What follows belongs to an exercise in optimizing a design on an open flow for small area, a short achievable clock period and few clock cycles; a production flow would make more cautious choices. RTL that was checked went through simulation tests only; none was proved equivalent to the original. Function not checked in run 5: the RTL went through the layout flow alone. Power is estimated from default activity; no workload was simulated.

## run.sh

```bash
#!/bin/bash
# synth_recipe.tcl (not shown) runs the flow's synth.tcl, then flattens the netlist and writes it again
# the make line also repeats each setting of config.mk as NAME=value (left out here)
make -C /OpenROAD-flow-scripts/flow DESIGN_CONFIG=/design/flow/config.mk WORK_HOME=/design/flow/orfs CLKGATE_MAP_FILE= SYNTH_SCRIPT=/design/flow/synth_recipe.tcl finish
```

## config.mk

```make
export PLATFORM = sky130hd
export DESIGN_NAME = h1_parser
export DESIGN_NICKNAME = h1_parser
export VERILOG_FILES = /design/flow/design.v
export SDC_FILE = /design/flow/constraint.sdc
export NUM_CORES = 4
export LEC_CHECK = 0
export CAP_MARGIN = 20
export CORE_MARGIN = 2
export CORE_UTILIZATION = 50
export PLACE_DENSITY = 0.72
export SETUP_SLACK_MARGIN = 2.0
export SLEW_MARGIN = 20
export SYNTH_HIERARCHICAL = 1
export SYNTH_MINIMUM_KEEP_SIZE = 0
```

## constraint.sdc

```tcl
create_clock -name core_clock -period 5.5 [get_ports {clk}]
set_input_delay 1.1000 -clock core_clock [delete_from_list [all_inputs] [get_ports {clk}]]
set_output_delay 1.1000 -clock core_clock [all_outputs]
set_load 0.01 [all_outputs]
```

## design.v

```verilog
module h1_crc8 (
    input  wire [31:0] x,
    output wire [31:0] y
);
    assign y[0] = ^(x & 32'h04D101DF);
    assign y[1] = ^(x & 32'h09A203BE);
    assign y[2] = ^(x & 32'h1344077D);
    assign y[3] = ^(x & 32'h26880EFA);
    assign y[4] = ^(x & 32'h4D101DF4);
    assign y[5] = ^(x & 32'h9A203BE9);
    assign y[6] = ^(x & 32'h3091760D);
    assign y[7] = ^(x & 32'h6122EC1A);
    assign y[8] = ^(x & 32'hC245D835);
    assign y[9] = ^(x & 32'h805AB1B5);
    assign y[10] = ^(x & 32'h046462B5);
    assign y[11] = ^(x & 32'h08C8C56A);
    assign y[12] = ^(x & 32'h11918AD4);
    assign y[13] = ^(x & 32'h232315A9);
    assign y[14] = ^(x & 32'h46462B53);
    assign y[15] = ^(x & 32'h8C8C56A6);
    assign y[16] = ^(x & 32'h1DC9AC92);
    assign y[17] = ^(x & 32'h3B935924);
    assign y[18] = ^(x & 32'h7726B249);
    assign y[19] = ^(x & 32'hEE4D6493);
    assign y[20] = ^(x & 32'hD84BC8F9);
    assign y[21] = ^(x & 32'hB446902D);
    assign y[22] = ^(x & 32'h6C5C2184);
    assign y[23] = ^(x & 32'hD8B84309);
    assign y[24] = ^(x & 32'hB5A187CC);
    assign y[25] = ^(x & 32'h6F920E46);
    assign y[26] = ^(x & 32'hDF241C8C);
    assign y[27] = ^(x & 32'hBA9938C7);
    assign y[28] = ^(x & 32'h71E37051);
    assign y[29] = ^(x & 32'hE3C6E0A3);
    assign y[30] = ^(x & 32'hC35CC098);
    assign y[31] = ^(x & 32'h826880EF);
endmodule
module h1_parser (
    input  wire        clk,
    input  wire        rst,
    input  wire        cmd_valid,
    output wire        cmd_ready,
    input  wire [15:0] cmd_len,
    input  wire [31:0] cmd_seed,
    input  wire [2:0]  cmd_crc_len,
    input  wire        din_valid,
    output wire        din_ready,
    input  wire [31:0] din_data,
    output wire        rsp_valid,
    input  wire        rsp_ready,
    output wire [2:0]  rsp_status,
    output wire [2:0]  rsp_kind,
    output wire [31:0] rsp_w0,
    output wire [31:0] rsp_w1,
    output wire [31:0] rsp_w2,
    output wire [31:0] rsp_w3,
    output wire [15:0] rsp_h,
    output wire [7:0]  rsp_b0,
    output wire [7:0]  rsp_b1
);
    localparam [2:0] ST_OK = 3'd0, ST_UNKNOWN = 3'd1, ST_TRUNCATED = 3'd2,
                     ST_CRC = 3'd3, ST_TRAILING = 3'd4, ST_MALFORMED = 3'd5;
    localparam [2:0] K_SREQ = 3'd0, K_SREP = 3'd1, K_PING = 3'd2, K_OOO = 3'd3,
                     K_ACK = 3'd4, K_DATA = 3'd5, K_FRAG = 3'd6, K_MULTI = 3'd7;
    localparam [1:0] M_PFX = 2'd0, M_OPC = 2'd1, M_L4 = 2'd2, M_L4B = 2'd3;
    reg         hv;          
    reg  [31:0] H;           
    reg  [23:0] Q;           
    reg         sv;          
    reg  [31:0] S;           
    reg         active;      
    reg         endst;       
    reg         zl;          
    reg  [13:0] bl;          
    reg         lastb;       
    reg  [5:0]  bi;          
    reg         f_lt2, f_lt18, f_lt22, f_ltm, f_lt4c, f_gt2, f_gt22, f_gt4c;
    reg  [2:0]  cl;          
    reg  [1:0]  pp;          
    reg  [1:0]  uu;          
    reg         tonly;       
    reg         applied;     
    reg         need_q;      
    reg  [31:0] r;           
    reg         rv;
    reg         fin;         
    reg  [2:0]  o_status, o_kind_q;
    reg  [2:0]  kind;
    reg  [2:0]  st_early;    
    reg         crc_bad;
    reg  [2:0]  st_body;     
    reg  [31:0] w0, w1, w2, w3;
    reg  [15:0] hh;
    reg  [7:0]  bb0, bb1;
    reg         wen;
    reg  [1:0]  wm;
    reg  [17:0] y;           
    reg  [2:0]  kk;          
    reg  [16:0] lsq;         
    reg         armed;       
    reg  [4:0]  zs;          
    function [18:0] addc(input [17:0] a, input [17:0] b, input ci);
        reg [17:0] g, p, gk, pk;
        integer d, i;
        begin
            g = a & b;
            p = a ^ b;
            gk = g;
            pk = p;
            for (d = 1; d < 18; d = d * 2)
                for (i = 17; i >= d; i = i - 1) begin
                    gk[i] = gk[i] | (pk[i] & gk[i - d]);
                    pk[i] = pk[i] & pk[i - d];
                end
            addc[0] = p[0] ^ ci;
            for (i = 1; i < 18; i = i + 1)
                addc[i] = p[i] ^ (gk[i - 1] | (pk[i - 1] & ci));
            addc[18] = gk[17] | (pk[17] & ci);
        end
    endfunction
    function [3:0] classify(input [15:0] op);    
        case (op)
            16'h0001: classify = {1'b1, K_SREQ};
            16'h0002: classify = {1'b1, K_SREP};
            16'h0006: classify = {1'b1, K_PING};
            16'h0011: classify = {1'b1, K_OOO};
            16'h0015: classify = {1'b1, K_ACK};
            16'h0009: classify = {1'b1, K_DATA};
            16'h000D: classify = {1'b1, K_FRAG};
            16'h0003: classify = {1'b1, K_MULTI};
            default:  classify = {1'b0, 3'd0};
        endcase
    endfunction
    function [4:0] min_len(input [2:0] k);
        case (k)
            K_SREQ:  min_len = 5'd18;
            K_SREP:  min_len = 5'd22;
            K_PING:  min_len = 5'd2;
            K_MULTI: min_len = 5'd2;
            default: min_len = 5'd4;
        endcase
    endfunction
    function bearing(input [2:0] k);
        bearing = (k == K_OOO) || (k == K_ACK) || (k == K_DATA) || (k == K_FRAG) || (k == K_MULTI);
    endfunction
    wire freeze = rv && !rsp_ready;
    wire fb     = active && !endst && hv;      
    wire fbw    = fb && !freeze;
    wire [7:0] wb [0:6];
    assign wb[0] = Q[7:0];   assign wb[1] = Q[15:8];  assign wb[2] = Q[23:16];
    assign wb[3] = H[7:0];   assign wb[4] = H[15:8];  assign wb[5] = H[23:16];
    assign wb[6] = H[31:24];
    wire [3:0]  o_cls   = classify({H[7:0], H[15:8]});
    wire [2:0]  o_kind  = o_cls[2:0];
    wire        o_bear  = bearing(o_kind);
    wire        o_multi = (H[15:0] == 16'h0300);
    wire [2:0]  o_n     = o_bear ? cl : 3'd0;
    reg         o_short;     
    always @(*) begin
        case (o_kind)
            K_SREQ:  o_short = f_lt18;
            K_SREP:  o_short = f_lt22;
            K_PING:  o_short = 1'b0;
            K_MULTI: o_short = f_ltm;
            default: o_short = f_lt4c;
        endcase
    end
    wire [2:0]  o_early = f_lt2     ? ST_TRUNCATED :
                          !o_cls[3] ? ST_UNKNOWN :
                          o_short   ? ST_TRUNCATED : ST_OK;
    wire        o_trail = ((o_kind == K_SREP) && f_gt22) ||
                          ((o_kind == K_PING) && f_gt2) ||
                          (((o_kind == K_OOO) || (o_kind == K_ACK)) && f_gt4c);
    wire        is_sreq0 = (o_kind == K_SREQ) && o_cls[3];
    wire        need_now = bi[0] ? (cl != 3'd0) : need_q;
    wire [31:0] t4;
    h1_crc8 u_t4 (.x(r), .y(t4));
    reg  [31:0] chunk;
    always @(*) begin
        case (pp)
            2'd0: chunk = {wb[6], wb[5], wb[4], wb[3]};
            2'd1: chunk = {wb[5], wb[4], wb[3], wb[2]};
            2'd2: chunk = {wb[4], wb[3], wb[2], wb[1]};
            default: chunk = {wb[3], wb[2], wb[1], wb[0]};
        endcase
    end
    wire [31:0] crc_res = ~t4;
    reg  [7:0]  tb0, tb1, tb2, tb3;
    always @(*) begin
        case (uu)
            2'd0: begin tb0 = wb[3]; tb1 = wb[2]; tb2 = wb[1]; tb3 = wb[0]; end
            2'd1: begin tb0 = wb[4]; tb1 = wb[3]; tb2 = wb[2]; tb3 = wb[1]; end
            2'd2: begin tb0 = wb[5]; tb1 = wb[4]; tb2 = wb[3]; tb3 = wb[2]; end
            default: begin tb0 = wb[6]; tb1 = wb[5]; tb2 = wb[4]; tb3 = wb[3]; end
        endcase
    end
    wire crc_mis = ((tb0 != crc_res[7:0])   && (cl > 3'd0)) ||
                   ((tb1 != crc_res[15:8])  && (cl > 3'd1)) ||
                   ((tb2 != crc_res[23:16]) && (cl > 3'd2)) ||
                   ((tb3 != crc_res[31:24]) && (cl > 3'd3));
    wire crc_beat  = !(lastb && tonly);
    wire apply     = fbw && crc_beat && !applied;
    wire crc_stall = lastb && !tonly && need_now && !applied;
    wire        at_j   = (y[17:2] == {2'b00, bl});
    wire        y_lo0  = (y[17:3] == 15'd0);
    wire        dd0    = y_lo0 && (y[2:0] == kk);                      
    wire        won    = wen && (st_body == ST_OK) && !((wm == M_PFX) && dd0);
    wire        wstep  = won && !freeze && at_j && (endst ? (y[1:0] != 2'b00) : fb);
    reg  [7:0]  s0, s1, s2;
    always @(*) begin
        case (y[1:0])
            2'd3:    begin s0 = wb[0]; s1 = wb[1]; s2 = wb[2]; end
            2'd2:    begin s0 = wb[1]; s1 = wb[2]; s2 = wb[3]; end
            2'd1:    begin s0 = wb[2]; s1 = wb[3]; s2 = wb[4]; end
            default: begin s0 = wb[3]; s1 = wb[4]; s2 = wb[5]; end
        endcase
    end
    wire        s0_ff   = &s0;
    wire        l16_ff  = &{s1, s2};
    wire [3:0]  kk2     = {1'b0, kk} + 4'd2;
    wire [3:0]  kk7     = {1'b0, kk} + 4'd7;
    wire        d_le2   = (y[17:4] == 14'd0) && (y[3:0] <= kk2);
    wire        d_lt7   = (y[17:4] == 14'd0) && (y[3:0] < kk7);
    wire        m_pfx  = (wm == M_PFX);
    wire        k_dir  = m_pfx && !d_le2 && !s0_ff;           
    wire        k_long = m_pfx && !d_le2 && s0_ff && l16_ff;
    wire        k_3    = (m_pfx && !d_le2 && s0_ff && !(l16_ff && d_lt7)) || (wm == M_L4);
    wire        k_opc  = (wm == M_OPC);
    wire        ent    = k_dir || k_opc;
    wire [2:0]  w_err  = (m_pfx && d_le2) ? (s0_ff ? ST_MALFORMED : ST_TRUNCATED) :
                         (k_long && d_lt7) ? ST_MALFORMED : ST_OK;
    wire [1:0]  wm_n   = k_dir ? M_PFX :
                         (m_pfx && !l16_ff) ? M_OPC :
                         m_pfx ? M_L4 :
                         (wm == M_L4) ? M_L4B :
                         (wm == M_L4B) ? M_OPC : M_PFX;
    wire        k_pb   = m_pfx && !s0_ff;
    wire [15:0] tsel   = (m_pfx || (wm == M_L4)) ? 16'd2 : k_opc ? lsq[15:0] : 16'd0;
    wire        tci    = !k_opc;
    wire [18:0] y_subb  = addc(y, {2'b11, ~tsel}, !tci);
    wire [17:0] y_suba;
    wire        y_brw;       
    h1_ysub8 u_ysub (.y(y), .s(s0), .r(y_suba), .b(y_brw));
    wire [17:0] y_sub   = k_pb ? y_suba : y_subb[17:0];
    wire [15:0] ent_op = k_opc ? {s0, s1} : {s1, s2};
    wire [16:0] ent_ls = k_opc ? lsq : {9'd0, s0};
    wire        e_brw  = k_opc ? (lsq[16] || !y_subb[18]) : y_brw;
    reg         pe_v;
    reg  [3:0]  pe_cls;      
    reg         pe_brw;      
    reg         pe_lt2;      
    reg         pe_lt4, pe_lt18, pe_lt22, pe_gt2, pe_gt4, pe_gt22;
    reg  [4:0]  pe_zs;       
    wire [3:0]  e_cls   = pe_cls;
    wire [2:0]  e_kind  = e_cls[2:0];
    wire        e_short = pe_brw || pe_lt2 || ((y[17:3] == 15'd0) && (y[2:0] < kk));
    reg         e_lt;
    always @(*) begin
        case (e_kind)
            K_SREQ:  e_lt = pe_lt18;
            K_SREP:  e_lt = pe_lt22;
            K_PING:  e_lt = 1'b0;
            K_MULTI: e_lt = 1'b0;
            default: e_lt = pe_lt4;
        endcase
    end
    wire        e_trail = ((e_kind == K_SREP) && pe_gt22) ||
                          ((e_kind == K_PING) && pe_gt2) ||
                          (((e_kind == K_OOO) || (e_kind == K_ACK)) && pe_gt4);
    wire [2:0]  e_err   = e_short            ? ST_TRUNCATED :
                          !e_cls[3]          ? ST_UNKNOWN :
                          (e_kind == K_MULTI) ? ST_MALFORMED :
                          e_lt               ? ST_TRUNCATED :
                          e_trail            ? ST_TRAILING : ST_OK;
    wire        e_sreq  = pe_v && (e_err == ST_OK) && (e_kind == K_SREQ);
    wire        w_stall = won && fb && at_j && (
                   (m_pfx          && (y[1:0] == 2'd3) && ((wb[0] == 8'd2) || (wb[0] == 8'hFF))) ||
                   ((wm == M_L4)   && (y[1:0] == 2'd3)) ||
                   ((wm == M_L4B)  && (y[1:0] != 2'd0)) ||
                   (k_opc          && (lsq[16:2] == 15'd0) && (lsq[1:0] <= y[1:0])));
    wire [18:0] bl_dec = addc({4'd0, bl}, 18'h3FFFF, 1'b0);
    wire        z_end  = (y[17:2] == {2'b00, bl_dec[13:0]});
    wire [1:0]  z_lane = ~y[1:0];
    wire [3:0]  zb;
    assign zb[0] = (H[7:0] == 8'd0);
    assign zb[1] = (H[15:8] == 8'd0);
    assign zb[2] = (H[23:16] == 8'd0);
    assign zb[3] = (H[31:24] == 8'd0);
    reg        z_trail, z_endok;
    integer k;
    always @(*) begin
        z_trail = 1'b0;
        z_endok = 1'b0;
        for (k = 0; k < 4; k = k + 1) begin
            if (zb[k] && (zs <= k) && (!z_end || (z_lane > k)))
                z_trail = 1'b1;
            if (zb[k] && (zs <= k) && (z_lane == k))
                z_endok = 1'b1;
        end
    end
    wire [2:0] z_err = !armed ? ST_OK :
                       z_trail ? ST_TRAILING :
                       (z_end && !z_endok) ? ST_TRUNCATED : ST_OK;
    wire adv     = fb && !w_stall && !crc_stall && !freeze;
    wire w_busy  = won || (bi[0] && o_multi);
    wire comp_a  = adv && lastb && !w_busy;
    wire comp_b  = active && endst && !freeze && !(won && at_j && (y[1:0] != 2'b00));
    wire completing = comp_a || comp_b;
    assign cmd_ready = !active;
    assign din_ready = !sv;
    wire   cmd_take  = cmd_valid && !active;
    wire   din_fire  = din_valid && !sv;
    wire [1:0] c_p = cmd_crc_len[1:0] - cmd_len[1:0];
    reg  [31:0] r_init;
    always @(*) begin
        case (c_p)
            2'd0: r_init = 32'hFFFFFFFF ^ cmd_seed;
            2'd1: r_init = 32'hF0958FD9 ^ {cmd_seed[23:0], 8'd0};
            2'd2: r_init = 32'h9A1C9D90 ^ {cmd_seed[15:0], 16'd0};
            default: r_init = 32'hA32E2681 ^ {cmd_seed[7:0], 24'd0};
        endcase
    end
    wire [18:0] c_bl  = addc({4'd0, cmd_len[15:2]}, 18'd0, cmd_len[1:0] != 2'd0);
    wire [1:0]  c_pad = 2'd0 - cmd_len[1:0];
    wire c_tonly = ((cmd_len[1:0] != 2'd0) && ({1'b0, cmd_len[1:0]} <= cmd_crc_len)) ||
                   ((cmd_len[1:0] == 2'd0) && (cmd_crc_len == 3'd4));
    wire [18:0] e_m4   = addc({2'b00, bl_dec[13:0], 2'b00}, {15'h7FFF, ~kk}, 1'b1);                     
    wire [18:0] l_m19  = addc({2'b00, bl_dec[13:0], 2'b00}, {13'h1FFF, ~({3'd0, ~uu} + 5'd15)}, 1'b1);   
    wire [18:0] cnt_inc = addc({2'b00, w0[15:0]}, 18'd0, 1'b1);
    wire [2:0] status = (st_early != ST_OK) ? st_early : crc_bad ? ST_CRC : st_body;
    wire       ok     = (st_early == ST_OK) && !crc_bad && (st_body == ST_OK);
    wire       g_w0   = ok && (kind != K_PING) && (kind != K_OOO) && (kind != K_ACK);
    wire       g_w    = ok && ((kind == K_SREQ) || (kind == K_SREP));
    wire       g_h    = ok && (kind != K_PING) && (kind != K_MULTI);
    wire       g_b    = ok && (kind == K_SREP);
    assign rsp_valid  = rv;
    assign rsp_status = o_status;
    assign rsp_kind   = o_kind_q;
    assign rsp_w0     = w0;
    assign rsp_w1     = w1;
    assign rsp_w2     = w2;
    assign rsp_w3     = w3;
    assign rsp_h      = hh;
    assign rsp_b0     = bb0;
    assign rsp_b1     = bb1;
    wire [15:0] lanes01 = {H[7:0], H[15:8]};
    wire [15:0] lanes23 = {H[23:16], H[31:24]};
    wire        k_srep  = (kind == K_SREP);
    wire        k_sreq  = (kind == K_SREQ);
    always @(posedge clk) begin
        if (rst) begin
            hv      <= 1'b0;
            sv      <= 1'b0;
            pe_v    <= 1'b0;
            fin     <= 1'b0;
            active  <= 1'b0;
            endst   <= 1'b0;
            rv      <= 1'b0;
            wen     <= 1'b0;
            armed   <= 1'b0;
            applied <= 1'b0;
        end else begin
            if (adv) begin
                hv <= sv || din_fire;
                sv <= 1'b0;
            end else if (din_fire) begin
                hv <= 1'b1;
                sv <= hv;
            end
            pe_v <= wstep && ent;
            fin <= completing;
            if (fin)                   rv <= 1'b1;
            else if (rv && rsp_ready)  rv <= 1'b0;
            if (cmd_take) begin
                active  <= 1'b1;
                endst   <= (cmd_len == 16'd0);
                wen     <= 1'b0;
                armed   <= 1'b0;
                applied <= 1'b0;
            end else begin
                if (completing) active <= 1'b0;
                if (adv && lastb) endst <= 1'b1;
                if (adv) applied <= 1'b0;
                else if (apply) applied <= 1'b1;
                if (fbw && bi[0]) begin
                    wen   <= o_multi && (o_early == ST_OK);
                    armed <= is_sreq0;
                end else begin
                    if (e_sreq) armed <= 1'b1;
                    else if (fbw && armed && (z_end || z_err != ST_OK)) armed <= 1'b0;
                end
            end
        end
    end
    always @(posedge clk) begin
        if (adv ? !sv : !hv) H <= din_data;
        else if (adv)        H <= S;
        if (!adv && hv && !sv) S <= din_data;
        if (cmd_take) begin
            Q     <= cmd_seed[31:8];
            r     <= r_init;
            f_lt2  <= (cmd_len < 16'd2);
            f_lt18 <= (cmd_len < 16'd18);
            f_lt22 <= (cmd_len < 16'd22);
            f_gt2  <= (cmd_len > 16'd2);
            f_gt22 <= (cmd_len > 16'd22);
            f_ltm  <= (cmd_len[15:3] == 13'd0) && ({1'b0, cmd_len[2:0]} < {1'b0, cmd_crc_len} + 4'd2);
            f_lt4c <= (cmd_len[15:4] == 12'd0) && ({1'b0, cmd_len[3:0]} < {2'b00, cmd_crc_len} + 5'd4);
            f_gt4c <= (cmd_len[15:4] != 12'd0) || ({1'b0, cmd_len[3:0]} > {2'b00, cmd_crc_len} + 5'd4);
            cl    <= cmd_crc_len;
            pp    <= c_p;
            uu    <= cmd_len[1:0] - 2'd1;
            tonly <= c_tonly;
            bl    <= c_bl[13:0];
            kk    <= {1'b0, c_pad} + cmd_crc_len;
            lastb <= (cmd_len[15:2] == 14'd0) || (cmd_len == 16'd4);
            bi    <= 6'b000001;
            zl    <= (cmd_len == 16'd0);
        end else begin
            if (adv) begin
                Q     <= H[31:8];
                bl    <= bl_dec[13:0];
                lastb <= (bl == 14'd2);
                bi    <= {bi[4:0], 1'b0};
            end
            if (apply) r <= t4 ^ chunk;
            if (fbw && bi[0])
                y <= o_multi ? {2'b00, bl_dec[13:0], 2'b10} : {16'd0, ~uu};
            else if (wstep)
                y <= y_sub;
        end
        if (comp_b && zl) begin
            st_early <= ST_TRUNCATED;
            kind     <= 3'd0;
        end
        if (fbw && bi[0]) begin
            kind     <= o_kind;
            st_early <= o_early;
            need_q   <= o_bear && (cl != 3'd0);
            w0[31:16] <= ((o_kind == K_SREQ) || (o_kind == K_SREP)) ? lanes23 : 16'd0;
            w0[15:0]  <= ((o_kind == K_DATA) || (o_kind == K_FRAG)) ? e_m4[15:0] : 16'd0;
            hh        <= (o_kind == K_SREQ) ? l_m19[15:0] : lanes23;
            wm        <= M_PFX;
        end
        if (fbw && bi[0])
            st_body <= o_trail ? ST_TRAILING : ST_OK;
        else if (st_body == ST_OK) begin
            if (pe_v && e_err != ST_OK)
                st_body <= e_err;
            else if (wstep && w_err != ST_OK)
                st_body <= w_err;
            else if (fbw && z_err != ST_OK)
                st_body <= z_err;
        end
        if (fbw && lastb)
            crc_bad <= (bi[0] ? (o_bear && (cl != 3'd0)) : need_q) && crc_mis;
        if (fbw) begin
            if (bi[1]) begin
                if (k_sreq || k_srep) w0[15:0] <= lanes01;
                w1[31:16] <= lanes23;
            end
            if (bi[2]) begin
                w1[15:0]  <= lanes01;
                bb0       <= H[23:16];
                bb1       <= H[31:24];
            end
            if (bi[2] || (bi[3] && k_srep)) w2[31:16] <= lanes23;
            if (bi[3] && k_srep)            hh        <= lanes01;
            if ((bi[3] && !k_srep) || (bi[4] && k_srep)) w2[15:0] <= lanes01;
            if ((bi[3] && !k_srep) || (bi[4] && k_srep)) w3[31:16] <= lanes23;
            if ((bi[4] && !k_srep) || (bi[5] && k_srep)) w3[15:0] <= lanes01;
        end
        if (fin) begin
            o_status <= status;
            o_kind_q <= ok ? kind : 3'd0;
            if (!g_w0) w0 <= 32'd0;
            if (!g_w) begin
                w1 <= 32'd0;
                w2 <= 32'd0;
                w3 <= 32'd0;
            end
            if (!g_h) hh <= 16'd0;
            if (!g_b) begin
                bb0 <= 8'd0;
                bb1 <= 8'd0;
            end
        end
        if (wstep) begin
            wm <= wm_n;
            if (m_pfx)       
                w0[15:0] <= cnt_inc[15:0];
            if (m_pfx && !l16_ff)
                lsq <= {1'b0, s1, s2};
            if (wm == M_L4)
                lsq <= {(s0 != 8'd0) || (s1 != 8'd0), s2, 8'd0};
            if (wm == M_L4B)
                lsq[7:0] <= s0;
        end
        if (wstep) begin
            pe_cls   <= classify(ent_op);
            pe_brw   <= e_brw;
            pe_lt2   <= (ent_ls[15:0] < 16'd2);
            pe_lt4   <= (ent_ls[15:0] < 16'd4);
            pe_lt18  <= (ent_ls[15:0] < 16'd18);
            pe_lt22  <= (ent_ls[15:0] < 16'd22);
            pe_gt2   <= (ent_ls[15:0] > 16'd2);
            pe_gt4   <= (ent_ls[15:0] > 16'd4);
            pe_gt22  <= (ent_ls[15:0] > 16'd22);
            pe_zs   <= (k_opc ? 5'd18 : 5'd19) - {3'd0, y[1:0]} - (adv ? 5'd4 : 5'd0);
        end
        if (e_sreq)
            zs <= pe_zs - (adv ? 5'd4 : 5'd0);
        else if (adv && bi[0])
            zs <= 5'd14;
        else if (adv)
            zs <= (zs >= 5'd4) ? zs - 5'd4 : 5'd0;
    end
endmodule
module h1_ysub8 (
    input  wire [17:0] y,
    input  wire [7:0]  s,
    output wire [17:0] r,
    output wire        b
);
    wire [18:0] d = {1'b0, y} - {11'd0, s} - 19'd1;
    assign r = d[17:0];
    assign b = d[18];
endmodule
```

==> results of run 1 <==
[worst max-delay path, delay by kind of cell, from the launching register on]
family | cells | cell delay [ps]
xor gates and xnor gates | 5 | 1590
AOI/OAI and AO/OA | 2 | 570
DFF | 1 | 550
and+or+nand+nor | 2 | 530
buffers and inverters | 1 | 210
[worst paths after layout]
| kind | end | slack, ps | start |
|---|---|---|---|
| worst max-delay path | crc_bad | 1760 | r[31] |
| worst min-delay path | w3[29] | 450 | w3[29] |
| worst max register to register | crc_bad | 1760 | r[31] |
| worst min register to register | w3[29] | 450 | w3[29] |
[what timing repair did]
| item | in CTS | in global routing |
|---|---|---|
| pin swaps | 11 | 34 |
| setup endpoints to repair | 228 | 193 |
| setup buffers | 49 | 63 |
| gates resized for setup | 75 | 69 |
| cloned | 4 | 3 |
[modules after synthesis (local to each module, per instance)]
module,times used,flip-flops and latches,cells,cell area [um2]
h1_parser,1,409,2557,23900
h1_crc8,1,0,243,2290
h1_ysub8,1,0,81,629
[per-stage QoR]
step                 util  area (um2)  hold slack (ps)  worst slack, ps
detailed placement  0.570       30100              447              803
floorplan               -       26800              436             1910
global placement    0.569       30000              442              770
finish              0.631       33300              454             1760
CTS                 0.615       32400              459             1790
global route        0.631       33300              475             1740
[power by group through the flow]
stage / Clock, mW / Combinational [mW] / Sequential [mW]
finish: 3.15 / 16.7 / 4.64
global route: 3.27 / 17.2 / 4.67
CTS: 3.16 / 15.6 / 4.68
detailed placement: 0 / 14.9 / 4.75
global placement: 0 / 15.0 / 4.74
floorplan: 0 / 10.4 / 4.31
[layer usage]
layer / vias up / part of all wire / GRT usage
met1: 12100 / 0.39 / 0.480
met3: 297 / 0.12 / 0.100
met4: 4 / 0.051 / 0.157
met5: - / 0.00021 / 0
met2: 1519 / 0.44 / 0.559
li1: 10900 / - / -
[kinds of logic (layout without fill, tap and decap cells)]
family | Yosys count | count (layout) | synth area share
adders and majority gates | 78 | 78 | 0.0375
AOI/OAI and AO/OA | 625 | 626 | 0.149
muxes | 149 | 149 | 0.0774
buffers and inverters | 304 | 631 | 0.0446
and+or+nand+nor | 915 | 916 | 0.159
DFF | 409 | 409 | 0.391
xor gates and xnor gates | 401 | 401 | 0.142
[layout make-up]
type / instances / area [um2] / share of cell area
clock buffers: 57 / 1250 / 0.0377
multi-input cells: 2170 / 15900 / 0.476
clock inverters: 26 / 259 / 0.00778
flip-flops and latches: 409 / 10500 / 0.315
repair inverters: 2 / 8.76 / 0.000263
well taps: 688 / 861 / 0.0259
repair buffers: 447 / 4170 / 0.125
inverters: 99 / 404 / 0.0121
[sequential cells by signal, indices dropped and copies added, names as in the netlist, 4 cells and up, named ones only]
register	count
S	32
lsq	17
w0	32
bi	6
w1	32
y	18
bb1	8
pe_cls	4
w2	32
zs	5
w3	32
bl	14
Q	24
pe_zs	5
H	32
r	32
bb0	8
hh	16
[cells in the final DEF (no fill, tap or decap), types with 8 or more instances in the layout]
master | synthesis | routed
or2_2 | 8 | 8
edfxtp_1 | 229 | 229
a221oi_1 | 10 | 9
buf_4 | 3 | 175
inv_1 | 96 | 86
mux4_2 | 43 | 43
or3_1 | 17 | 16
a222oi_1 | 37 | 37
a31oi_1 | 12 | 9
xnor2_2 | 2 | 21
xnor3_1 | 15 | 15
nor3_1 | 44 | 41
a21oi_1 | 266 | 260
o21ai_1 | 2 | 8
ha_1 | 73 | 67
xor2_1 | 107 | 104
mux2i_1 | 71 | 69
and2_1 | 16 | 14
mux2_2 | 35 | 35
and3_1 | 19 | 18
xnor2_1 | 271 | 251
a221o_1 | 9 | 9
o21a_1 | 8 | 8
clkbuf_16 | 0 | 50
clkinv_2 | 0 | 10
clkdlybuf4s50_1 | 0 | 254
dfxtp_1 | 180 | 180
nor2b_1 | 17 | 16
a211oi_1 | 33 | 32
o22ai_1 | 38 | 38
o21ai_0 | 109 | 102
a21o_1 | 10 | 10
nand4_1 | 17 | 17
nand2_1 | 443 | 436
nor4_1 | 27 | 22
nand3_1 | 57 | 57
nor2_1 | 168 | 161
nand2b_1 | 26 | 24
==> flow_metrics.tcl, run 1 <==
set metrics [dict create \
    initial_core_util 0.507 \
    setup_viol 0 \
    max_freq_mhz 268 \
    synth_common_cells "443 x nand2_1, 271 x xnor2_1, 266 x a21oi_1" \
    instances_no_fill 3898 \
    fin_tns_setup_ps 0 \
    drtPass1Iterations 10 \
    cp_data_arrival_time_ps 4070 \
    die_y_um 235 \
    via_per_inst 6.35 \
    cp_max_fo 5 \
    grt_usage 0.363 \
    drt_iter0_drc 3346 \
    switching_share 0.475 \
    syn-instance-count 2881 \
    cts.sinks 409 \
    rows 84 \
    yosysUniqueCellTypes 103 \
    status "finished clean" \
    crit_path_frequent_cell "xnor2_1" \
    leakage_nw 12.2 \
    route.detailed.drc 0 \
    grt_max_degree 97 \
    cts_hold_buf 0 \
    first_global_vias 23400 \
    syn-num-nets 3046 \
    critPathKind "reg -> reg" \
    synth_area_leader_cell "edfxtp_1" \
    cts_made_buffers 45 \
    slew_viol_final 0 \
    cp-end-kind "flop" \
    core_area_mm2 0.0528 \
    crit_chain "buf_4 > xnor2_1 > xnor2_1 > xnor2_1 > xnor2_1 > xor2_1 > nand4_1 > or3_4 > a2111oi_4 > a21oi_1" \
    ios 257 \
    routedWlPerCell_um 27.0 \
    grt_pass1_wl_um 152000 \
    synth_area_leaders "edfxtp_1 26%, dfxtp_1 13%, xnor2_1 8.9%" \
    synthArstFlopShare 0 \
    finalHoldViolCount 0 \
    power.density_mw_per_mm2 735 \
    power.share.combinational 0.682 \
    post-route-period-util 0.679 \
    seq_area_frac_synth 0.391 \
    hp-class "reg -> reg" \
    die_area_mm2 0.0554 \
    yosysMostFrequentCell "nand2_1" \
    rsz0062_at_grt "true" \
    nets 3339 \
    period_needed_ps 3740 \
    max_stage_delay_ps 640 \
    vdd_drop_max_mv 0.974 \
    root_buffer "clkbuf_16" \
    yosys_register_bits 409 \
    h-tree-depth 2 \
    area_growth_pct 24.4 \
    required_ps 5830 \
    synth.avg_cell_area_um2 9.29 \
    p_sw_mw 11.6 \
    fin_skew_ps 24.7 \
    layout-drive-gt1-share 0.152 \
    die_x_um 235 \
    synth-edff-count 229 \
    tritoncts "done" \
    ys.flop_type "edfxtp_1" \
    grt_overflow 0 \
    clock_power_share 0.129 \
    placed_cells 3695 \
    clk_pin_slew_worst_paths_ps 60 \
    diodes 0 \
    n_fill_cell 4386 \
    pwr-share-seq 0.189 \
    syn_area_mm2 0.0268 \
    slew_headroom 0.270 \
    worstHoldPathCells 2 \
    critical-path-slowest-cell "xnor2_1" \
    place_congestion 0.969 \
    postRouteAntennaNets 0 \
    port_buffers 256 \
    clk_path_buf_depth 3 \
    worst_pin_slew_ps 1090 \
    max_cap_violations 0 \
    power_mw 24.5 \
    cell_internal_pwr_mw 12.8 \
    dp_hpwl_um 74400 \
    synth_warnings 7 \
    synth_top_area_frac 0.257 \
    via_count 24800 \
    r2r_cells 10 \
    antenna_found_initial 3 \
    startpoint_type "flop" \
    insertion_delay_ps 610 \
    routed_wl_um 105000 \
]
Testbench counts, summed over its fixed seeds: cycles 59,858.
==> run 2, diff against run 1 <==
--- a/config.mk
+++ b/config.mk
@@ -9,4 +9,4 @@
 export CORE_MARGIN = 2
-export CORE_UTILIZATION = 50
-export PLACE_DENSITY = 0.72
+export CORE_UTILIZATION = 40
+export PLACE_DENSITY = 0.6
 export SETUP_SLACK_MARGIN = 2.0
==> run 2 against run 1 <==
- still clean on timing, DRC and antenna
- sequential cell count unchanged
- via count shrank 1.1%
- sequential power fell by 1%
- design area increased by 2.7%
- synthesized cell count unchanged
- global-route usage is 6.7 points lower
- worst hold slack got worse by 5.2 ps
- critical endpoint is now H[5]
==> flow_metrics.tcl, run 2 <==
set metrics [dict create \
    status "finished clean" \
    r2r_cells 9 \
    vdd_drop_max_mv 0.765 \
    rrSetupSlack_ps 2040 \
    root_buffer "clkbuf_16" \
    setup_viol 0 \
    power.density_mw_per_mm2 757 \
    cp-end-kind "flop" \
    cts.sinks 409 \
    startpoint "bl[4]" \
    fin_skew_ps 26.4 \
    placed_cells 3876 \
    drt_iter0_drc 3003 \
    hp-class "reg -> reg" \
    synthArstFlopShare 0 \
    leakage_nw 12.6 \
    port_buffers 256 \
    via_count 24500 \
    diodes 0 \
    tritoncts "done" \
    ys.flop_type "edfxtp_1" \
    seq_area_frac_synth 0.391 \
    r2r_start "bl[4]" \
    antenna_found_initial 10 \
    via_per_inst 5.96 \
    yosys_register_bits 409 \
    post-route-period-util 0.629 \
    cts_hold_buf 0 \
    syn_area_mm2 0.0268 \
    synth_common_cells "443 x nand2_1, 271 x xnor2_1, 266 x a21oi_1" \
    synth_area_leader_cell "edfxtp_1" \
    first_global_vias 23200 \
    yosysMostFrequentCell "nand2_1" \
    startpoint_type "flop" \
    cp_data_arrival_time_ps 3800 \
    n_fill_cell 5969 \
    place_congestion 0.943 \
    required_ps 5840 \
    yosysUniqueCellTypes 103 \
    slew_headroom 0.298 \
    dp_hpwl_um 76900 \
    synth.avg_cell_area_um2 9.29 \
    grt_overflow 0 \
    slew_viol_final 0 \
    period_needed_ps 3460 \
    die_x_um 263 \
    r2r-end "H[5]" \
    grt_usage 0.296 \
    routedWlPerCell_um 26.0 \
    cp_max_fo 18 \
    cp-endpoint "H[5]" \
    rsz0062_at_grt "true" \
    synth_top_area_frac 0.257 \
    synth_area_leaders "edfxtp_1 26%, dfxtp_1 13%, xnor2_1 8.9%" \
    power_mw 25.9 \
    cts_made_buffers 47 \
    drtPass1Iterations 9 \
    clk_pin_slew_worst_paths_ps 60 \
    rows 94 \
    h-tree-depth 2 \
    instances_no_fill 4112 \
    die_area_mm2 0.0690 \
    max_cap_violations 0 \
    route.detailed.drc 0 \
    critPathKind "reg -> reg" \
    final_cell_mix "436 x nand2_1, 261 x a21oi_1, 254 x clkdlybuf4s50_1" \
    area_growth_pct 27.8 \
    insertion_delay_ps 610 \
    die_y_um 263 \
    routed_wl_um 107000 \
    layout-drive-gt1-share 0.168 \
    final_common_cell "nand2_1" \
    grt_pass1_wl_um 154000 \
    grt_max_degree 97 \
    fin_tns_setup_ps 0 \
    synth-edff-count 229 \
    core_area_mm2 0.0660 \
    syn-num-nets 3046 \
    syn-instance-count 2881 \
    worst_pin_slew_ps 1050 \
    initial_core_util 0.406 \
    nets 3375 \
    max_freq_mhz 289 \
    clk_path_buf_depth 3 \
    ios 257 \
    postRouteAntennaNets 0 \
    finalHoldViolCount 0 \
    synth_warnings 7 \
]
-- run 2: where the power goes --
group | leakage, nW | switching [mW] | internal, mW
combinational | 8.19 | 9.94 | 8.18
sequential | 3.64 | 0.611 | 3.98
clock | 0.752 | 1.38 | 1.81
-- run 2: through the flow --
| step | worst slack (ps) | utilization | cell area, um2 | hold WS, ps |
|---|---|---|---|---|
| 2_1_floorplan | 1910 | - | 26800 | 436 |
| 3_3_place_gp | 1090 | 0.460 | 30300 | 439 |
| 3_5_place_dp | 1060 | 0.460 | 30300 | 443 |
| 4_1_cts | 1940 | 0.503 | 33200 | 451 |
| 5_1_grt | 1960 | 0.519 | 34200 | 466 |
| 6_report | 2040 | 0.519 | 34200 | 449 |
-- run 2: per-module statistics from Yosys, one instance, submodules excluded --
module     cells  area [um2]  copies in the design  flops+latches
h1_parser   2557       23900                     1            409
h1_crc8      243        2290                     1              0
h1_ysub8      81         629                     1              0
-- run 2: cell type report --
| cell class | count | area [um2] | share of cell area |
|---|---|---|---|
| clock inverters | 20 | 196 | 0.00574 |
| inverters | 99 | 407 | 0.0119 |
| repair inverters | 2 | 13.8 | 0.000402 |
| repair buffers | 481 | 4500 | 0.131 |
| well taps | 864 | 1080 | 0.0316 |
| clock buffers | 67 | 1350 | 0.0393 |
| multi-input cells | 2170 | 16200 | 0.473 |
| flip-flops and latches | 409 | 10500 | 0.306 |
-- run 2: kinds of logic (layout without fill, tap and decap cells) --
kind of cell / after synthesis / count (layout) / synth area share
flops: 409 / 409 / 0.391
buf+inv: 304 / 669 / 0.0446
compound gates: 625 / 626 / 0.149
xor+xnor: 401 / 401 / 0.142
mux: 149 / 149 / 0.0774
fa+ha+maj: 78 / 78 / 0.0375
simple gates: 915 / 916 / 0.159
-- run 2: how the worst min path moves through the flow --
stage	from	endpoint	slack, ps	depth (start not counted)
after CTS	w2[24]	w2[24]	450	2
final	w2[24]	w2[24]	450	2
after detailed placement	w2[24]	w2[24]	440	2
after global placement	w2[31]	w2[31]	440	2
after global routing	w2[24]	w2[24]	470	2
after floorplan	bi[5]	bi[5]	440	2
-- run 2: critical path: stages, from the launching register on --
cell	delay (ps)
edfxtp_1	460
xor2_2	180
or4_1	510
a2111o_2	480
buf_4	190
o31ai_4	270
buf_12	160
o2bb2ai_4	220
buf_4	340
mux2_2	380
-- run 2: timing repair --
action	CTS	global route
pin swaps	19	33
gates cloned	3	4
endpoints found under the setup margin	207	145
buffers inserted	76	66
gates resized for setup	103	81
-- run 2: routing by layer --
metal,up-vias,share of wire,global-route usage,routed length (um)
met5,-,0.0013,0,138
met4,20,0.047,0.120,5010
met3,284,0.098,0.0682,10500
met2,1320,0.44,0.464,47600
met1,11900,0.41,0.394,43800
li1,11000,-,-,-
==> run 3, diff against run 2 <==
--- a/config.mk
+++ b/config.mk
@@ -11,3 +11,3 @@
 export PLACE_DENSITY = 0.6
-export SETUP_SLACK_MARGIN = 2.0
+export SETUP_SLACK_MARGIN = 2.2
 export SLEW_MARGIN = 20
==> run 3 against run 2 <==
- design area grew 4.1%
- final cell count is 1.6% higher
- largest cell class unchanged
- sequential power decreased by 1%
- still clean on timing, DRC and antenna
- largest power group unchanged
==> flow_metrics.tcl, run 3 <==
set metrics [dict create \
    synth.avg_cell_area_um2 9.29 \
    finalHoldViolCount 0 \
    grt_usage 0.305 \
    drtPass1Iterations 10 \
    place_congestion 0.968 \
    cts_made_buffers 47 \
    clk_path_buf_depth 3 \
    power.share.combinational 0.695 \
    routedWlPerCell_um 26.4 \
    power.density_mw_per_mm2 734 \
    cp_data_arrival_time_ps 3750 \
    post-route-period-util 0.624 \
    synth_common_cells "443 x nand2_1, 271 x xnor2_1, 266 x a21oi_1" \
    vdd_drop_max_mv 0.837 \
    highest_layer "met5" \
    leakage_nw 13.3 \
    syn-num-nets 3046 \
    cp-end-kind "flop" \
    yosysMostFrequentCell "nand2_1" \
    synth-edff-count 229 \
    via_per_inst 5.98 \
    grt_max_degree 96 \
    rsz0062_at_grt "true" \
    max_freq_mhz 292 \
    worst_pin_slew_ps 1130 \
    placed_cells 3870 \
    area_growth_pct 33.1 \
    core_area_mm2 0.0660 \
    port_buffers 256 \
    instances_no_fill 4177 \
    grt_overflow 0 \
    fin_ws_ps 2070 \
    ios 257 \
    grt_pass1_wl_um 158000 \
    critPathKind "reg -> reg" \
    p_sw_mw 11.8 \
    wl_met3_um 10700 \
    die_y_um 263 \
    syn_area_mm2 0.0268 \
    fin_tns_setup_ps 0 \
    met2_length_um 49600 \
    nets 3439 \
    dp_hpwl_um 77200 \
    seq_area_frac_synth 0.391 \
    rows 94 \
    yosys_register_bits 409 \
    synthArstFlopShare 0 \
    wl_met1_um 44000 \
    final_cell_mix "430 x nand2_1, 255 x a21oi_1, 253 x clkdlybuf4s50_1" \
    die_x_um 263 \
    tritoncts "done" \
    synth_area_leader_cell "edfxtp_1" \
    clk_pin_slew_worst_paths_ps 60 \
    initial_core_util 0.406 \
    clock_power_share 0.132 \
    pwr-share-seq 0.173 \
    synth_area_leaders "edfxtp_1 26%, dfxtp_1 13%, xnor2_1 8.9%" \
    dpl_worst_slack_ps 1060 \
    max_cap_violations 0 \
    cts.sinks 409 \
    syn-instance-count 2881 \
    layout-drive-gt1-share 0.209 \
    hp-class "reg -> reg" \
    synth_top_area_frac 0.257 \
    die_area_mm2 0.0690 \
    cts_hold_buf 0 \
    synth_warnings 7 \
    startpoint_type "flop" \
    cp_max_fo 4 \
    cell_internal_pwr_mw 14.4 \
    slew_headroom 0.246 \
    routed_wl_um 110000 \
    final_common_cell "nand2_1" \
    fin_skew_ps 13.7 \
    drt_iter0_drc 3150 \
    antenna_found_initial 8 \
    ys.flop_type "edfxtp_1" \
    required_ps 5820 \
    switching_share 0.449 \
    h-tree-depth 2 \
    period_needed_ps 3430 \
    postRouteAntennaNets 0 \
    via_count 25000 \
    slew_viol_final 0 \
    root_buffer "clkbuf_16" \
    setup_viol 0 \
    insertion_delay_ps 620 \
    first_global_vias 23700 \
    yosysUniqueCellTypes 103 \
    route.detailed.drc 0 \
    status "finished clean" \
]
## run 3: path summary, 6_finish.rpt
check / from / end / slack [ps] / depth (start not counted)
setup / recovery: y[15] / st_body[1] / 2070 / 10
hold / removal: w0[29] / w0[29] / 450 / 2
setup reg to reg: y[15] / st_body[1] / 2070 / 10
hold reg to reg: w0[29] / w0[29] / 450 / 2
## run 3: cell families (layout without fill, tap and decap cells)
logic type	Yosys count	after routing	share of synthesized area
adder cells (fa/ha/maj)	78	78	0.0375
buffers and inverters	304	729	0.0446
multiplexers	149	149	0.0774
other	0	4	0
AND/OR/NAND/NOR	915	916	0.159
XOR/XNOR	401	401	0.142
flip-flops	409	409	0.391
AO/OA/AOI/OAI	625	627	0.149
## run 3: power by group through the flow
stage | Clock [mW] | Combinational, mW | Sequential [mW]
3_5_place_dp | 0 | 14.5 | 4.82
3_3_place_gp | 0 | 14.6 | 4.81
2_1_floorplan | 0 | 10.4 | 4.31
4_1_cts | 3.48 | 16.1 | 4.58
5_1_grt | 3.61 | 18.8 | 4.55
6_report | 3.45 | 18.2 | 4.53
## run 3: layout make-up
class | instances | area [um2]
clock buffer | 54 | 1240
tap | 864 | 1080
timing repair inverter | 2 | 16.3
inverter | 99 | 427
fill | 5709 | 30400
timing repair buffer | 544 | 5160
antenna | 4 | 10.0
multi-input combinational | 2171 | 16800
clock inverter | 30 | 424
sequential | 409 | 10500
## run 3: metal layers
layer  up-vias  GRT usage
li1      11100          -
met1     12200      0.399
met2      1364      0.478
met3       323     0.0721
met4        12      0.140
met5         -          0
## run 3: what timing repair did
action	in CTS	in global routing
endpoints found under the setup margin	313	224
pin swaps	35	60
buffers inserted	112	94
resized for setup	181	168
hold endpoints to repair	0	0
cloned	8	4
## run 3: stage by stage
step | utilization | power, mW | area (um2) | hold WS, ps
floorplan | - | 14.8 | 26900 | 436
global placement | 0.459 | 19.5 | 30300 | 437
detailed placement | 0.459 | 19.3 | 30300 | 447
CTS | 0.515 | 24.1 | 34000 | 455
global route | 0.540 | 27.0 | 35600 | 474
finish | 0.540 | 26.2 | 35600 | 452
## run 3: critical path: stages (launching register included)
cell,delay [ps]
edfxtp_1,480
xor2_1,210
or4_1,480
a2111o_2,490
or4b_4,610
nor2_4,140
nand2_4,70
buf_12,130
nor3b_4,190
o21a_1,150
a311o_1,180
## run 3: per-module statistics from Yosys, one instance, submodules excluded
module / cells inside / times used
h1_parser: 2557 / 1
h1_crc8: 243 / 1
h1_ysub8: 81 / 1
==> run 4, diff against run 3 <==
--- a/design.v
+++ b/design.v
@@ -73,3 +73,3 @@
     reg         zl;          
-    reg  [13:0] bl;          
+    reg  [14:0] bl;          
     reg         lastb;       
@@ -203,3 +203,3 @@
     wire crc_stall = lastb && !tonly && need_now && !applied;
-    wire        at_j   = (y[17:2] == {2'b00, bl});
+    wire        at_j   = (y[17:2] == {1'b0, bl});
     wire        y_lo0  = (y[17:3] == 15'd0);
@@ -280,4 +280,4 @@
                    (k_opc          && (lsq[16:2] == 15'd0) && (lsq[1:0] <= y[1:0])));
-    wire [18:0] bl_dec = addc({4'd0, bl}, 18'h3FFFF, 1'b0);
-    wire        z_end  = (y[17:2] == {2'b00, bl_dec[13:0]});
+    wire [18:0] bl_dec = addc({3'd0, bl}, 18'h3FFFF, 1'b0);
+    wire        z_end  = (y[17:2] == {1'b0, bl_dec[14:0]});
     wire [1:0]  z_lane = ~y[1:0];
@@ -326,4 +326,4 @@
                    ((cmd_len[1:0] == 2'd0) && (cmd_crc_len == 3'd4));
-    wire [18:0] e_m4   = addc({2'b00, bl_dec[13:0], 2'b00}, {15'h7FFF, ~kk}, 1'b1);                     
-    wire [18:0] l_m19  = addc({2'b00, bl_dec[13:0], 2'b00}, {13'h1FFF, ~({3'd0, ~uu} + 5'd15)}, 1'b1);   
+    wire [18:0] e_m4   = addc({1'b0, bl_dec[14:0], 2'b00}, {15'h7FFF, ~kk}, 1'b1);                     
+    wire [18:0] l_m19  = addc({1'b0, bl_dec[14:0], 2'b00}, {13'h1FFF, ~({3'd0, ~uu} + 5'd15)}, 1'b1);   
     wire [18:0] cnt_inc = addc({2'b00, w0[15:0]}, 18'd0, 1'b1);
@@ -413,3 +413,3 @@
             tonly <= c_tonly;
-            bl    <= c_bl[13:0];
+            bl    <= c_bl[14:0];
             kk    <= {1'b0, c_pad} + cmd_crc_len;
@@ -421,4 +421,4 @@
                 Q     <= H[31:8];
-                bl    <= bl_dec[13:0];
-                lastb <= (bl == 14'd2);
+                bl    <= bl_dec[14:0];
+                lastb <= (bl == 15'd2);
                 bi    <= {bi[4:0], 1'b0};
@@ -427,3 +427,3 @@
             if (fbw && bi[0])
-                y <= o_multi ? {2'b00, bl_dec[13:0], 2'b10} : {16'd0, ~uu};
+                y <= o_multi ? {1'b0, bl_dec[14:0], 2'b10} : {16'd0, ~uu};
             else if (wstep)
--- a/config.mk
+++ b/config.mk
@@ -11,3 +11,3 @@
 export PLACE_DENSITY = 0.6
-export SETUP_SLACK_MARGIN = 2.2
+export SETUP_SLACK_MARGIN = 2.0
 export SLEW_MARGIN = 20
==> run 4 against run 3 <==
- via count shrank 3.4%
- critical path depth increased by 1
- sequential share of layout area grew 2.0 points
- synthesized cell count down 0.45%
- register-to-register slack lost 230 ps
- design area fell by 6.2%
- sequential cell count increased by 1
- utilization is 4.1 points lower
- largest cell class unchanged
- largest power group unchanged
==> flow_metrics.tcl, run 4 <==
set metrics [dict create \
    synthArstFlopShare 0 \
    rows 95 \
    placed_cells 3856 \
    via_count 24100 \
    synth_top_area_frac 0.255 \
    area_growth_pct 23.6 \
    required_ps 5850 \
    cts_made_buffers 49 \
    grt_overflow 0 \
    multi_input_comb_area_mm2 0.0160 \
    clk_path_buf_depth 3 \
    die_x_um 264 \
    insertion_delay_ps 610 \
    power.density_mw_per_mm2 767 \
    synth_warnings 7 \
    initial_core_util 0.404 \
    r2r_cells 11 \
    final_area_mm2 0.0334 \
    die_y_um 264 \
    grt_pass1_wl_um 156000 \
    final_cell_mix "438 x nand2_1, 253 x a21oi_1, 253 x clkdlybuf4s50_1" \
    fin_util 0.499 \
    grt_usage 0.298 \
    final_common_cell "nand2_1" \
    h-tree-depth 2 \
    layout-drive-gt1-share 0.152 \
    slew_viol_final 0 \
    max_freq_mhz 273 \
    worst_pin_slew_ps 1080 \
    seq_area_mm2 0.0105 \
    antenna_found_initial 3 \
    highest_layer "met5" \
    critical-path-slowest-cell "edfxtp_1" \
    clk_pin_slew_worst_paths_ps 70 \
    wl_met1_um 45000 \
    synth.avg_cell_area_um2 9.43 \
    critPathKind "reg -> reg" \
    worstHoldPathCells 2 \
    setup_viol 0 \
    drt_iter0_drc 2705 \
    leakage_nw 12.2 \
    grt_max_degree 97 \
    yosys_register_bits 410 \
    cts.sinks 410 \
    syn-num-nets 3033 \
    via_per_inst 5.99 \
    synth_common_cells "444 x nand2_1, 270 x xnor2_1, 261 x a21oi_1" \
    routedWlPerCell_um 26.6 \
    crit_chain "xnor2_1 > xnor2_1 > xnor2_1 > xnor2_2 > xnor2_1 > nor4_1 > nand2_1 > o21ai_0 > nand3_1 > a211oi_1 > nor3_1" \
    syn_area_mm2 0.0271 \
    port_buffers 256 \
    fin_skew_ps 35.9 \
    syn-instance-count 2868 \
    max_cap_violations 0 \
    synth_area_leaders "edfxtp_1 26%, dfxtp_1 13%, xnor2_1 8.7%" \
    fin_tns_setup_ps 0 \
    root_buffer "clkbuf_16" \
    wl_met3_um 11300 \
    drtPass1Iterations 9 \
    cp-end-kind "flop" \
    yosysUniqueCellTypes 99 \
    slew_headroom 0.274 \
    nets 3276 \
    cp_data_arrival_time_ps 4020 \
    startpoint_type "flop" \
    routed_wl_um 107000 \
    die_area_mm2 0.0697 \
    met2_length_um 46500 \
    synth-edff-count 230 \
    postRouteAntennaNets 0 \
    finalHoldViolCount 0 \
    placed_area_mm2 0.0304 \
    instances_no_fill 4026 \
    crit_path_frequent_cell "xnor2_1" \
    power_mw 25.7 \
    route.detailed.drc 0 \
    synth_area_leader_cell "edfxtp_1" \
    first_global_vias 23100 \
    cp_max_fo 4 \
    core_area_mm2 0.0670 \
    max_stage_delay_ps 610 \
    rsz0062_at_grt "true" \
    n_fill_cell 6200 \
    period_needed_ps 3660 \
    ios 257 \
    yosysMostFrequentCell "nand2_1" \
    status "finished clean" \
    post-route-period-util 0.666 \
    hp-class "reg -> reg" \
    tritoncts "done" \
    ys.flop_type "edfxtp_1" \
    seq_area_frac_synth 0.389 \
    dp_hpwl_um 77600 \
    place_congestion 0.952 \
    vdd_drop_max_mv 0.823 \
]
run 4: cell types whose count changed in the layout (fill, tap and decap cells not counted), moves of 24 or more:
cell	previous run	this run
nor2_1	157	131
mux2_2	11	41
mux2_4	24	0
buf_4	238	143
xnor2_1	216	243
o211ai_1	4	38
run 4: worst max-delay path: cells and delay by family (launching register included):
kind	cells	cell delay, ps
AO/OA/AOI/OAI	2	470
XOR/XNOR	5	1470
flip-flops	1	610
AND/OR/NAND/NOR	4	860
run 4: power breakdown:
group	leakage [nW]	internal (mW)	switching [mW]	total, mW
logic	7.65	7.46	9.99	17.5
registers	3.66	3.99	0.772	4.76
clock network	0.853	2.00	1.43	3.44
run 4: timing repair:
item,CTS,global route
hold buffers,0,0
pin swaps,5,18
cloned,2,0
buffers inserted,39,36
endpoints found under the setup margin,255,82
gates resized for setup,74,66
run 4: final timing paths:
kind	endpoint	start	slack, ps
max	crc_bad	r[9]	1840
min	w3[27]	w3[27]	450
max reg2reg	crc_bad	r[9]	1840
min reg2reg	w3[27]	w3[27]	450
run 4: per-layer routing:
metal / vias to the layer above / GRT usage
li1: 10800 / -
met1: 11800 / 0.406
met2: 1303 / 0.450
met3: 253 / 0.0839
met4: 4 / 0.109
met5: - / 0
run 4: final cells by class:
cell class,count,area share
Antenna cell,1,0.0000748
Clock buffer,62,0.0415
Clock inverter,30,0.00935
Inverter,88,0.0106
Multi-Input combinational cell,2156,0.479
Sequential cell,410,0.314
Tap cell,873,0.0327
Timing Repair Buffer,406,0.113
run 4: cells by family (layout without fill, tap and decap cells):
group	Yosys count	count (layout)	synth area share
buf+inv	303	586	0.0468
mux	148	148	0.0756
xor+xnor	411	411	0.148
simple gates	888	889	0.155
flops	410	410	0.389
other cells	0	1	0
fa+ha+maj	77	77	0.0367
compound gates	631	631	0.150
run 4: Yosys stat by module (local to each module, per instance):
| module | flops+latches | times used | cell area [um2] |
|---|---|---|---|
| h1_parser | 410 | 1 | 24100 |
| h1_ysub8 | 0 | 1 | 629 |
| h1_crc8 | 0 | 1 | 2290 |
run 4: stage by stage:
| step | hold WS [ps] | worst slack [ps] |
|---|---|---|
| 2_1_floorplan | 436 | 1850 |
| 3_3_place_gp | 438 | 1030 |
| 3_5_place_dp | 448 | 912 |
| 4_1_cts | 457 | 1960 |
| 5_1_grt | 471 | 1800 |
| 6_report | 453 | 1840 |
Testbench counts of run 4, summed over its fixed seeds: cycles 59,858.
==> run 5, diff against run 4 <==
--- a/design.v
+++ b/design.v
@@ -73,3 +73,3 @@
     reg         zl;          
-    reg  [14:0] bl;          
+    reg  [13:0] bl;          
     reg         lastb;       
@@ -89,3 +89,2 @@
     reg  [2:0]  st_early;    
-    reg         crc_bad;
     reg  [2:0]  st_body;     
@@ -196,6 +195,9 @@
     end
-    wire crc_mis = ((tb0 != crc_res[7:0])   && (cl > 3'd0)) ||
-                   ((tb1 != crc_res[15:8])  && (cl > 3'd1)) ||
-                   ((tb2 != crc_res[23:16]) && (cl > 3'd2)) ||
-                   ((tb3 != crc_res[31:24]) && (cl > 3'd3));
+    wire [3:0] crc_misb = {(tb3 != crc_res[31:24]) && (cl > 3'd3),
+                           (tb2 != crc_res[23:16]) && (cl > 3'd2),
+                           (tb1 != crc_res[15:8])  && (cl > 3'd1),
+                           (tb0 != crc_res[7:0])   && (cl > 3'd0)};
+    reg  [3:0] mis_q;        
+    reg        need_l;       
+    wire       crc_bad = need_l && (mis_q != 4'd0);
     wire crc_beat  = !(lastb && tonly);
@@ -203,5 +205,3 @@
     wire crc_stall = lastb && !tonly && need_now && !applied;
-    wire        at_j   = (y[17:2] == {1'b0, bl});
-    wire        y_lo0  = (y[17:3] == 15'd0);
-    wire        dd0    = y_lo0 && (y[2:0] == kk);                      
+    reg         at_j, dd0;
     wire        won    = wen && (st_body == ST_OK) && !((wm == M_PFX) && dd0);
@@ -237,5 +237,6 @@
     wire        k_pb   = m_pfx && !s0_ff;
-    wire [15:0] tsel   = (m_pfx || (wm == M_L4)) ? 16'd2 : k_opc ? lsq[15:0] : 16'd0;
-    wire        tci    = !k_opc;
-    wire [18:0] y_subb  = addc(y, {2'b11, ~tsel}, !tci);
+    wire [18:0] y_m3    = addc(y, 18'h3FFFC, 1'b1);
+    wire [18:0] y_m1    = addc(y, 18'h3FFFF, 1'b0);
+    wire [18:0] y_ml    = addc(y, {2'b11, ~lsq[15:0]}, 1'b1);
+    wire [17:0] y_subb  = (m_pfx || (wm == M_L4)) ? y_m3[17:0] : k_opc ? y_ml[17:0] : y_m1[17:0];
     wire [17:0] y_suba;
@@ -243,6 +244,28 @@
     h1_ysub8 u_ysub (.y(y), .s(s0), .r(y_suba), .b(y_brw));
-    wire [17:0] y_sub   = k_pb ? y_suba : y_subb[17:0];
+    wire [17:0] y_sub   = k_pb ? y_suba : y_subb;
+    wire [1:0]  yr     = y[1:0];
+    reg         aj_stay, aj_next;
+    always @(*) begin
+        if (k_pb) begin
+            aj_stay = (s0[7:2] == 6'd0) && (s0[1:0] < yr);
+            aj_next = (s0[7:3] == 5'd0) && (s0[2:0] >= {1'b0, yr}) && (s0[2:0] <= {1'b0, yr} + 3'd3);
+        end else if (m_pfx || (wm == M_L4)) begin
+            aj_stay = (yr == 2'd3);
+            aj_next = (yr != 2'd3);
+        end else if (k_opc) begin
+            aj_stay = (lsq[16:2] == 15'd0) && (lsq[1:0] <= yr);
+            aj_next = (lsq[16:3] == 14'd0) && (lsq[2:0] > {1'b0, yr}) && ({1'b0, lsq[2:0]} <= {2'b00, yr} + 4'd4);
+        end else begin
+            aj_stay = (yr != 2'd0);
+            aj_next = (yr == 2'd0);
+        end
+    end
     wire [15:0] ent_op = k_opc ? {s0, s1} : {s1, s2};
     wire [16:0] ent_ls = k_opc ? lsq : {9'd0, s0};
-    wire        e_brw  = k_opc ? (lsq[16] || !y_subb[18]) : y_brw;
+    wire        e_brw  = k_opc ? (lsq[16] || !y_ml[18]) : y_brw;
+    wire [18:0] lsk    = addc({2'b00, lsq[15:0]}, {15'd0, kk}, 1'b0);
+    wire [18:0] y_kk1  = addc(y, {15'h7FFF, ~kk}, 1'b0);              
+    wire        dd0_n  = k_pb  ? ((y_kk1[17:8] == 10'd0) && (y_kk1[7:0] == s0)) :
+                         k_opc ? (!lsq[16] && (lsk[17:0] == y)) :
+                         (m_pfx || (wm == M_L4)) ? (y_kk1[17:0] == 18'd2) : (y_kk1[17:0] == 18'd0);
     reg         pe_v;
@@ -280,4 +303,4 @@
                    (k_opc          && (lsq[16:2] == 15'd0) && (lsq[1:0] <= y[1:0])));
-    wire [18:0] bl_dec = addc({3'd0, bl}, 18'h3FFFF, 1'b0);
-    wire        z_end  = (y[17:2] == {1'b0, bl_dec[14:0]});
+    wire [18:0] bl_dec = addc({4'd0, bl}, 18'h3FFFF, 1'b0);
+    wire        z_end  = (y[17:2] == {2'b00, bl_dec[13:0]});
     wire [1:0]  z_lane = ~y[1:0];
@@ -326,4 +349,4 @@
                    ((cmd_len[1:0] == 2'd0) && (cmd_crc_len == 3'd4));
-    wire [18:0] e_m4   = addc({1'b0, bl_dec[14:0], 2'b00}, {15'h7FFF, ~kk}, 1'b1);                     
-    wire [18:0] l_m19  = addc({1'b0, bl_dec[14:0], 2'b00}, {13'h1FFF, ~({3'd0, ~uu} + 5'd15)}, 1'b1);   
+    wire [18:0] e_m4   = addc({2'b00, bl_dec[13:0], 2'b00}, {15'h7FFF, ~kk}, 1'b1);                     
+    wire [18:0] l_m19  = addc({2'b00, bl_dec[13:0], 2'b00}, {13'h1FFF, ~({3'd0, ~uu} + 5'd15)}, 1'b1);   
     wire [18:0] cnt_inc = addc({2'b00, w0[15:0]}, 18'd0, 1'b1);
@@ -413,3 +436,3 @@
             tonly <= c_tonly;
-            bl    <= c_bl[14:0];
+            bl    <= c_bl[13:0];
             kk    <= {1'b0, c_pad} + cmd_crc_len;
@@ -421,4 +444,4 @@
                 Q     <= H[31:8];
-                bl    <= bl_dec[14:0];
-                lastb <= (bl == 15'd2);
+                bl    <= bl_dec[13:0];
+                lastb <= (bl == 14'd2);
                 bi    <= {bi[4:0], 1'b0};
@@ -427,3 +450,3 @@
             if (fbw && bi[0])
-                y <= o_multi ? {1'b0, bl_dec[14:0], 2'b10} : {16'd0, ~uu};
+                y <= o_multi ? {2'b00, bl_dec[13:0], 2'b10} : {16'd0, ~uu};
             else if (wstep)
@@ -431,2 +454,10 @@
         end
+        if (fbw && bi[0]) begin
+            at_j <= adv;
+            dd0  <= (bl_dec[13:1] == 13'd0) && ({bl_dec[0], 2'b10} == kk);
+        end else if (wstep) begin
+            at_j <= adv ? aj_next : aj_stay;
+            dd0  <= dd0_n;
+        end else if (adv)
+            at_j <= z_end;
         if (comp_b && zl) begin
@@ -455,3 +486,6 @@
         if (fbw && lastb)
-            crc_bad <= (bi[0] ? (o_bear && (cl != 3'd0)) : need_q) && crc_mis;
+        begin
+            mis_q  <= crc_misb;
+            need_l <= bi[0] ? (o_bear && (cl != 3'd0)) : need_q;
+        end
         if (fbw) begin
@@ -489,3 +523,3 @@
             wm <= wm_n;
-            if (m_pfx)       
+            if (ent)
                 w0[15:0] <= cnt_inc[15:0];
--- a/config.mk
+++ b/config.mk
@@ -11,3 +11,3 @@
 export PLACE_DENSITY = 0.6
-export SETUP_SLACK_MARGIN = 2.0
+export SETUP_SLACK_MARGIN = 2.5
 export SLEW_MARGIN = 20
==> run 5 against run 4 <==
- non-clock buffer count rose by 149
- global-route usage up 1.4 points
- sequential share of layout area decreased by 3.6 points
- still clean
- area after synthesis is 7.8% higher
- design area rose by 15%
- register-to-register slack hardly changed
- largest cell class unchanged
- die area rose by 7.7%
- clock skew is 10 ps lower
- highest routed layer unchanged
- sequential power grew 1%
- utilization up 2.9 points
==> flow_metrics.tcl, run 5 <==
set metrics [dict create \
    root_buffer "clkbuf_16" \
    r2r_cells 19 \
    synth_warnings 7 \
    layout-drive-gt1-share 0.203 \
    grt_overflow 0 \
    cp_max_fo 5 \
    h-tree-depth 2 \
    area_growth_pct 31.3 \
    place_congestion 0.980 \
    route.detailed.drc 0 \
    seq_area_mm2 0.0107 \
    grt_pass1_wl_um 175000 \
    cts.sinks 415 \
    placed_cells 4290 \
    synth_top_area_frac 0.242 \
    synth-edff-count 235 \
    via_count 28200 \
    cts_made_buffers 49 \
    yosys_register_bits 415 \
    insertion_delay_ps 620 \
    grt_max_degree 97 \
    final_cell_mix "497 x nand2_1, 268 x xnor2_1, 249 x clkdlybuf4s50_1" \
    die_x_um 274 \
    antenna_found_initial 4 \
    status "finished clean" \
    final_common_cell "nand2_1" \
    grt_usage 0.312 \
    yosysMostFrequentCell "nand2_1" \
    die_area_mm2 0.0751 \
    worst_pin_slew_ps 1180 \
    initial_core_util 0.402 \
    rsz0062_at_grt "true" \
    ios 257 \
    syn-num-nets 3445 \
    synth.avg_cell_area_um2 8.94 \
    finalHoldViolCount 0 \
    nets 3799 \
    port_buffers 256 \
    n_fill_cell 6555 \
    vdd_drop_max_mv 1.09 \
    first_global_vias 26200 \
    r2r_start "y[0]" \
    slew_viol_final 0 \
    drtPass1Iterations 10 \
    max_stage_delay_ps 440 \
    hp-start "w2[19]" \
    leakage_nw 14.2 \
    seq_area_frac_synth 0.365 \
    synth_area_leaders "edfxtp_1 24%, dfxtp_1 12%, xnor2_1 9.4%" \
    dp_hpwl_um 83600 \
    drt_iter0_drc 3886 \
    startpoint_type "flop" \
    instances_no_fill 4620 \
    critPathKind "reg -> reg" \
    crit_chain "buf_6 > ha_4 > buf_12 > a222oi_1 > nand2_1 > o21ai_4 > inv_2 > inv_2 > ha_4 > inv_2 > fa_2 > nor2b_2 > o31a_1 > buf_4 > o21ai_4 > buf_6 > nand2_1 > xnor2_1 > a311o_1" \
    r2r-end "y[16]" \
    hold-worst-slack_ps 449 \
    slew_headroom 0.206 \
    setup_viol 0 \
    fin_tns_setup_ps 0 \
    post-route-period-util 0.667 \
    tritoncts "done" \
    syn-instance-count 3265 \
    power.density_mw_per_mm2 702 \
    crit_family "compound AO/OA/AOI/OAI gates" \
    cp-end-kind "flop" \
    rrSetupSlack_ps 1830 \
    cp_data_arrival_time_ps 4040 \
    hold_end "w2[19]" \
    multi_input_comb_area_mm2 0.0190 \
    routedWlPerCell_um 26.7 \
]
## run 5: how the worst max path moves through the flow
stage | startpoint | end | slack [ps] | cells after the start
floorplan | y[0] | y[6] | 1800 | 21
global placement | y[1] | y[17] | 910 | 14
detailed placement | y[1] | y[17] | 860 | 14
CTS | y[1] | y[10] | 1950 | 19
global route | y[0] | y[10] | 1730 | 20
finish | y[0] | y[16] | 1830 | 19
## run 5: layout make-up
| cell class | instances | area share |
|---|---|---|
| Timing Repair inverter | 4 | 0.000980 |
| Sequential cell | 415 | 0.278 |
| Tap cell | 959 | 0.0313 |
| Clock inverter | 20 | 0.00585 |
| Antenna cell | 2 | 0.000131 |
| Clock buffer | 71 | 0.0360 |
| Inverter | 121 | 0.0139 |
| Timing Repair Buffer | 555 | 0.139 |
| Multi-Input combinational cell | 2473 | 0.495 |
## run 5: metal layers
metal  vias to the layer above  routed length [um]  global-route usage
met5                         -                  43                   0
met4                         6                7320               0.142
met3                       433               13500              0.0764
met2                      1784               52900               0.469
met1                     13500               49400               0.423
li1                      12500                   -                   -
## run 5: worst reg2reg max path, stage by stage, from the launching register on
cell and delay [ps]:
edfxtp_1 430, buf_6 170, ha_4 170, buf_12 120, a222oi_1 440, nand2_1 180
o21ai_4 120, inv_2 60, inv_2 60, ha_4 130, inv_2 40, fa_2 360
nor2b_2 150, o31a_1 210, buf_4 140, o21ai_4 70, buf_6 130, nand2_1 60
xnor2_1 70, a311o_1 290
## run 5: through the flow
stage | cell area, um2 | setup WS, ps | util | power (mW)
2_1_floorplan | 29500 | 1800 | - | 15.4
3_3_place_gp | 32700 | 909 | 0.450 | 20.5
3_5_place_dp | 32700 | 864 | 0.450 | 20.4
4_1_cts | 36700 | 1950 | 0.505 | 25.2
5_1_grt | 38300 | 1730 | 0.528 | 27.7
6_report | 38300 | 1830 | 0.528 | 26.9
## run 5: kinds of logic (layout without fill, tap and decap cells)
kind of cell / Yosys count / after routing / share of synthesized area
fa+ha+maj: 92 / 92 / 0.0407
mux: 117 / 117 / 0.0546
compound gates: 740 / 741 / 0.169
buf+inv: 381 / 771 / 0.0522
xor+xnor: 443 / 443 / 0.144
flops: 415 / 415 / 0.365
simple gates: 1077 / 1080 / 0.175
other cells: 0 / 2 / 0
## run 5: what timing repair did
item / 4_1_cts / 5_1_grt
endpoints found under the setup margin: 410 / 239
gates resized for setup: 240 / 178
setup buffers: 136 / 85
hold buffers: 0 / 0
gates cloned: 10 / 6
pin swaps: 69 / 78
## run 5: power breakdown
group / internal, mW / total [mW] / switching, mW
clock network: 1.89 / 3.31 / 1.41
registers: 4.10 / 4.82 / 0.723
logic: 8.20 / 18.8 / 10.6
total: 14.2 / 26.9 / 12.7
## run 5: per-module statistics from Yosys (local to each module, per instance)
module     cell area (um2)  flip-flops and latches  times used
h1_parser            26300                     415           1
h1_crc8               2290                       0           1
h1_ysub8               577                       0           1
